From an optimization exercise on the open Yosys and OpenROAD flow, aimed at small area, a short achievable clock period and few clock cycles per item; shortcuts taken in it are not production practice.
Where RTL was checked, it was by simulation tests only, not by an equivalence proof against the original.
Power figures rest on the tool's default switching activity, not on a simulated workload.

==> run A: inputs <==
Design asm_framesync, start of the top module:
module asm_framesync (
    input  wire        clk,
    input  wire        rst,
    input  wire        cmd_valid,
    output wire        cmd_ready,
    input  wire [1:0]  cmd_op,
    input  wire [7:0]  cmd_data,
    input  wire [63:0] cfg_marker,
    input  wire [6:0]  cfg_width,
    input  wire [16:0] cfg_framebits,
    input  wire [6:0]  cfg_t0,
    input  wire [6:0]  cfg_t1,
    input  wire [6:0]  cfg_t2,
    input  wire [6:0]  cfg_ts,
    input  wire [7:0]  cfg_g,
    input  wire [7:0]  cfg_b,
    input  wire [7:0]  cfg_sl,
    output reg         rsp_valid,
    output reg  [7:0]  rsp_wmask,
    output reg  [7:0]  rsp_wdata,
    output reg  [7:0]  rsp_start,
    output reg  [7:0]  rsp_done,
    output wire [1:0]  rsp_state,
    output wire        rsp_pol,
    output wire [6:0]  rsp_lastd,
    output wire        rsp_lastv,
    output wire        rsp_lasta
);
Settings: LEC_CHECK=0, CAP_MARGIN=20, CORE_MARGIN=2, CORE_UTILIZATION=40, SETUP_SLACK_MARGIN=5, SLEW_MARGIN=20; clock period 12.0 ns.
run.sh (not shown) runs the stock make flow with config.mk's settings and CLKGATE_MAP_FILE= SYNTH_SCRIPT=/design/flow/synth_recipe.tcl, a recipe that flattens the netlist after the stock synthesis.
==> run X (differences from run A) <==
--- a/flow/design.v
+++ b/flow/design.v
@@ -51,23 +51,23 @@
             for (x = 0; x < 8; x = x + 1)
                 r = (a[x] & ~bb[x]) | (a[x] & r) | (~bb[x] & r);
             gt8 = r;
         end
     endfunction
     reg [63:0] m;
     reg [6:0]  n;
     reg [6:0]  t0, t1, t2, ts;
-    reg [13:0] fdec;         
+    reg [13:0] fhi;          
     reg [63:16] mask;        
     reg [6:0]  nt1, nt2, nts;    
     reg [8:2]  ple;          
     reg [7:0]  g, b, sl;
     reg        s2_v;
-    assign cmd_ready = !(cmd_op == OP_RESET && s2_v);
+    assign cmd_ready = !(cmd_op[1] & !cmd_op[0] & s2_v);
     wire accept = cmd_valid && cmd_ready && !rst;
     reg [62:0] cursor;       
     reg [6:0]  rem;          
     function [63:0] therm(input [6:0] w);
         integer x;
         reg [15:0] lo;
         reg [4:0]  hlt, heq;
         begin
@@ -1856,17 +1856,18 @@
     reg        linv;         
     reg [6:0]  nr;           
     reg        lastv, lasta;
     assign rsp_state = state;
     assign rsp_pol   = pol;
     assign rsp_lastd = linv ? nr - lastdn : lastdn;
     assign rsp_lastv = lastv;
     assign rsp_lasta = lasta;
-    wire [16:0] p   = {fdec, 3'd0} + 17'd8 - {10'd0, n};    
+    wire [13:0] fdec = fhi - 14'd1;
+    wire [16:0] p   = {fhi, 3'd0} - {10'd0, n};    
     wire [6:0]  nt0 = n - t0;
     wire        xbig = |cm[16:7];
     wire [7:0]  xw = {1'b0, cm[6:0]} - {1'b0, n};
     reg [8:1]  acqn, acqi;
     reg [8:1]  kv, e_oh, gt_e, srch, acq, a_oh, s_oh, below;
     reg        stepping, is_byte, locked0, has_e, has_a, any_srch, acc, near, goes_ns;
     reg [6:0]  dn_e, dn_a, dn_k, thr_a, thr_s;
     reg        inv_k;
@@ -2050,19 +2051,18 @@
         s3_dn[5] <= dist5; s3_dn[6] <= dist6; s3_dn[7] <= dist7; s3_dn[8] <= dist8;
         s3_acqn <= {!gt7(dist8, t0), !gt7(dist7, t0), !gt7(dist6, t0), !gt7(dist5, t0),
                     !gt7(dist4, t0), !gt7(dist3, t0), !gt7(dist2, t0), !gt7(dist1, t0)};
         s3_acqi <= {!gt7(nt0, dist8), !gt7(nt0, dist7), !gt7(nt0, dist6), !gt7(nt0, dist5),
                     !gt7(nt0, dist4), !gt7(nt0, dist3), !gt7(nt0, dist2), !gt7(nt0, dist1)};
         if (rst) begin
             m  <= 64'h0000_0000_1ACF_FC1D;
             n  <= 7'd32;
-            fdec <= 14'd1023;
+            fhi <= 14'd1024;
             mask <= therm(7'd32) >> 16;
-            nt1 <= 7'd31; nt2 <= 7'd20; nts <= 7'd20;
             t0 <= 7'd0;  t1 <= 7'd1;  t2 <= 7'd12; ts <= 7'd12;
             g  <= 8'd5;  b  <= 8'd5;  sl <= 8'd2;
             rem <= 7'd32;
             s2_v <= 1'b0;
             s3_v <= 1'b0;
         end else begin
             s2_v <= accept;
             s3_v <= s2_v;
@@ -2074,36 +2074,37 @@
                     end
                     OP_BIT: begin
                         cursor <= {cursor[61:0], cmd_data[0]};
                         rem    <= (rem > 7'd1) ? rem - 7'd1 : 7'd0;
                     end
                     OP_RESET: begin
                         m  <= cfg_marker;
                         n  <= cfg_width;
-                        fdec <= cfg_framebits[16:3] - 14'd1;
+                        fhi <= cfg_framebits[16:3];
                         mask <= therm(cfg_width) >> 16;
-                        nt1 <= cfg_width - cfg_t1; nt2 <= cfg_width - cfg_t2;
-                        nts <= cfg_width - cfg_ts;
                         t0 <= cfg_t0; t1 <= cfg_t1; t2 <= cfg_t2; ts <= cfg_ts;
                         g  <= cfg_g;  b  <= cfg_b;  sl <= cfg_sl;
                         rem <= cfg_width;
                     end
                     default: ;
                 endcase
             end
         end
         if (rst || (s3_v && s3_op == OP_RESET)) begin
             state <= ST_NOSYNC; pol <= 1'b0; wr <= 1'b0;
             good <= 8'd0; bad <= 8'd0; sub <= 8'd0;
             cm <= 17'd0; qz <= 1'b1;
             lastdn <= 7'd0; linv <= 1'b0; lastv <= 1'b0; lasta <= 1'b0;
             nr <= rst ? 7'd32 : n;
             for (k = 2; k <= 8; k = k + 1)
                 ple[k] <= rst ? 1'b1 : (p >= k);
+            nt1 <= rst ? 7'd31 : n - t1;
+            nt2 <= rst ? 7'd20 : n - t2;
+            nts <= rst ? 7'd20 : n - ts;
         end else begin
             state <= state_n; pol <= pol_n; wr <= wr_n;
             good <= good_n; bad <= bad_n; sub <= sub_n;
             cm <= cm_n; qz <= qz_n;
             lastdn <= lastdn_n; linv <= linv_n; lastv <= lastv_n; lasta <= lasta_n;
         end
         rsp_valid <= s3_v && !rst;
         rsp_wmask <= o_wm;
==> flow/flow/run.sh (new file) <==
#!/bin/bash
# The standard layout, with timing repair aimed below the clock period:
# repair_timing works on paths until their setup slack reaches the margin.
# The clock, its period and the I/O constraints are the design's.
set -euo pipefail
bash standard.sh SETUP_SLACK_MARGIN=7.5 finish > layout.log 2>&1
==> flow/standard.sh (new file) <==
#!/bin/bash
# synth_recipe.tcl (not shown) runs the flow's synth.tcl, then flattens the netlist and writes it again
# the make line also repeats each setting of config.mk as NAME=value (left out here)
make -C /OpenROAD-flow-scripts/flow DESIGN_CONFIG=/design/flow/config.mk WORK_HOME=/design/flow/orfs CLKGATE_MAP_FILE= SYNTH_SCRIPT=/design/flow/synth_recipe.tcl "${@:-finish}"
==> flow/config.mk (replaced) <==
export PLATFORM = sky130hd
export DESIGN_NAME = asm_framesync
export DESIGN_NICKNAME = asm_framesync
export VERILOG_FILES = /design/flow/design.v
export SDC_FILE = /design/flow/constraint.sdc
export NUM_CORES = 4
export LEC_CHECK = 0
export CAP_MARGIN = 20
export CORE_MARGIN = 2
export CORE_UTILIZATION = 40
export SLEW_MARGIN = 20
removed: flow/run.sh
==> run P (differences from run A) <==
--- a/flow/design.v
+++ b/flow/design.v
@@ -51,23 +51,23 @@
             for (x = 0; x < 8; x = x + 1)
                 r = (a[x] & ~bb[x]) | (a[x] & r) | (~bb[x] & r);
             gt8 = r;
         end
     endfunction
     reg [63:0] m;
     reg [6:0]  n;
     reg [6:0]  t0, t1, t2, ts;
-    reg [13:0] fdec;         
+    reg [13:0] fhi;          
     reg [63:16] mask;        
     reg [6:0]  nt1, nt2, nts;    
     reg [8:2]  ple;          
     reg [7:0]  g, b, sl;
     reg        s2_v;
-    assign cmd_ready = !(cmd_op == OP_RESET && s2_v);
+    assign cmd_ready = !(cmd_op[1] & !cmd_op[0] & s2_v);
     wire accept = cmd_valid && cmd_ready && !rst;
     reg [62:0] cursor;       
     reg [6:0]  rem;          
     function [63:0] therm(input [6:0] w);
         integer x;
         reg [15:0] lo;
         reg [4:0]  hlt, heq;
         begin
@@ -1856,17 +1856,18 @@
     reg        linv;         
     reg [6:0]  nr;           
     reg        lastv, lasta;
     assign rsp_state = state;
     assign rsp_pol   = pol;
     assign rsp_lastd = linv ? nr - lastdn : lastdn;
     assign rsp_lastv = lastv;
     assign rsp_lasta = lasta;
-    wire [16:0] p   = {fdec, 3'd0} + 17'd8 - {10'd0, n};    
+    wire [13:0] fdec = fhi - 14'd1;
+    wire [16:0] p   = {fhi, 3'd0} - {10'd0, n};    
     wire [6:0]  nt0 = n - t0;
     wire        xbig = |cm[16:7];
     wire [7:0]  xw = {1'b0, cm[6:0]} - {1'b0, n};
     reg [8:1]  acqn, acqi;
     reg [8:1]  kv, e_oh, gt_e, srch, acq, a_oh, s_oh, below;
     reg        stepping, is_byte, locked0, has_e, has_a, any_srch, acc, near, goes_ns;
     reg [6:0]  dn_e, dn_a, dn_k, thr_a, thr_s;
     reg        inv_k;
@@ -2050,19 +2051,18 @@
         s3_dn[5] <= dist5; s3_dn[6] <= dist6; s3_dn[7] <= dist7; s3_dn[8] <= dist8;
         s3_acqn <= {!gt7(dist8, t0), !gt7(dist7, t0), !gt7(dist6, t0), !gt7(dist5, t0),
                     !gt7(dist4, t0), !gt7(dist3, t0), !gt7(dist2, t0), !gt7(dist1, t0)};
         s3_acqi <= {!gt7(nt0, dist8), !gt7(nt0, dist7), !gt7(nt0, dist6), !gt7(nt0, dist5),
                     !gt7(nt0, dist4), !gt7(nt0, dist3), !gt7(nt0, dist2), !gt7(nt0, dist1)};
         if (rst) begin
             m  <= 64'h0000_0000_1ACF_FC1D;
             n  <= 7'd32;
-            fdec <= 14'd1023;
+            fhi <= 14'd1024;
             mask <= therm(7'd32) >> 16;
-            nt1 <= 7'd31; nt2 <= 7'd20; nts <= 7'd20;
             t0 <= 7'd0;  t1 <= 7'd1;  t2 <= 7'd12; ts <= 7'd12;
             g  <= 8'd5;  b  <= 8'd5;  sl <= 8'd2;
             rem <= 7'd32;
             s2_v <= 1'b0;
             s3_v <= 1'b0;
         end else begin
             s2_v <= accept;
             s3_v <= s2_v;
@@ -2074,36 +2074,37 @@
                     end
                     OP_BIT: begin
                         cursor <= {cursor[61:0], cmd_data[0]};
                         rem    <= (rem > 7'd1) ? rem - 7'd1 : 7'd0;
                     end
                     OP_RESET: begin
                         m  <= cfg_marker;
                         n  <= cfg_width;
-                        fdec <= cfg_framebits[16:3] - 14'd1;
+                        fhi <= cfg_framebits[16:3];
                         mask <= therm(cfg_width) >> 16;
-                        nt1 <= cfg_width - cfg_t1; nt2 <= cfg_width - cfg_t2;
-                        nts <= cfg_width - cfg_ts;
                         t0 <= cfg_t0; t1 <= cfg_t1; t2 <= cfg_t2; ts <= cfg_ts;
                         g  <= cfg_g;  b  <= cfg_b;  sl <= cfg_sl;
                         rem <= cfg_width;
                     end
                     default: ;
                 endcase
             end
         end
         if (rst || (s3_v && s3_op == OP_RESET)) begin
             state <= ST_NOSYNC; pol <= 1'b0; wr <= 1'b0;
             good <= 8'd0; bad <= 8'd0; sub <= 8'd0;
             cm <= 17'd0; qz <= 1'b1;
             lastdn <= 7'd0; linv <= 1'b0; lastv <= 1'b0; lasta <= 1'b0;
             nr <= rst ? 7'd32 : n;
             for (k = 2; k <= 8; k = k + 1)
                 ple[k] <= rst ? 1'b1 : (p >= k);
+            nt1 <= rst ? 7'd31 : n - t1;
+            nt2 <= rst ? 7'd20 : n - t2;
+            nts <= rst ? 7'd20 : n - ts;
         end else begin
             state <= state_n; pol <= pol_n; wr <= wr_n;
             good <= good_n; bad <= bad_n; sub <= sub_n;
             cm <= cm_n; qz <= qz_n;
             lastdn <= lastdn_n; linv <= linv_n; lastv <= lastv_n; lasta <= lasta_n;
         end
         rsp_valid <= s3_v && !rst;
         rsp_wmask <= o_wm;
==> flow/flow/run.sh (new file) <==
#!/bin/bash
# The standard layout, with timing repair aimed below the clock period:
# repair_timing works on paths until their setup slack reaches the margin.
# The clock, its period and the I/O constraints are the design's.
set -euo pipefail
bash standard.sh SETUP_SLACK_MARGIN=8 TNS_END_PERCENT=5 finish > layout.log 2>&1
==> flow/standard.sh (new file) <==
#!/bin/bash
# synth_recipe.tcl (not shown) runs the flow's synth.tcl, then flattens the netlist and writes it again
# the make line also repeats each setting of config.mk as NAME=value (left out here)
make -C /OpenROAD-flow-scripts/flow DESIGN_CONFIG=/design/flow/config.mk WORK_HOME=/design/flow/orfs CLKGATE_MAP_FILE= SYNTH_SCRIPT=/design/flow/synth_recipe.tcl "${@:-finish}"
==> flow/config.mk (replaced) <==
export PLATFORM = sky130hd
export DESIGN_NAME = asm_framesync
export DESIGN_NICKNAME = asm_framesync
export VERILOG_FILES = /design/flow/design.v
export SDC_FILE = /design/flow/constraint.sdc
export NUM_CORES = 4
export LEC_CHECK = 0
export CAP_MARGIN = 20
export CORE_MARGIN = 2
export CORE_UTILIZATION = 40
export SLEW_MARGIN = 20
removed: flow/run.sh
==> comparison <==
Of run P and run A, run A has the higher clock skew (gap 0.0049 ns). Against run X, the sequential share of layout area of run P is lower by 0.11 points. Hold slack: run A < run P < run X. Of run X and run A, run X has the higher cell area (gap about 2%, measured against run A). In run A the synthesized cell count is higher than in run P, by about 2.2%. Core utilization: run A < run X < run P. Register-to-register slack: run A < run P < run X. Against run X, the non-clock buffer count of run P is lower by 8. Of run X and run A, run A has the higher clock power (gap about 5%, measured against run A). Against run P, the first-iteration DRC count of run A is lower by about 13%. Of run X and run A, run A has the higher die area (gap 0.95%, measured against run A).
Testbench counts of run A, summed over its fixed seeds: cycles 46,029, bytes 45,869.
No functional check of the RTL was part of run X and run P.

[static timing again, ports no longer ideal]
In the flow no input, the clock included, has a driving cell. The finished layouts below were timed again as built, in two steps.
Step 1: set_driving_cell puts a clkbuf_16 on clk and a buf_2 on each other input, an assumption about the parent block.
Step 2, shift: input delay + t, output delay - t, t = (earliest + latest rising clock arrival at the registers) / 2. This alone moves slack from input paths to output paths.
Slacks: ideal ports / drivers / drivers and shift; pairs: ideal ports / drivers.
run | t (ns) | setup WS [ns] | hold slack, ns
run A | 0.702 | 5.295 / 5.226 / 5.226 | 0.321 / 0.321 / 0.321
run X | 0.722 | 6.738 / 6.644 / 6.644 | 0.331 / 0.331 / 0.331
run P | 0.722 | 6.666 / 6.585 / 6.585 | 0.321 / 0.321 / 0.321
After both steps setup and hold are still met in every run listed. The setup slack of run X, which loses most, moves by -0.094 ns with the drivers and by -0.094 ns with both steps.
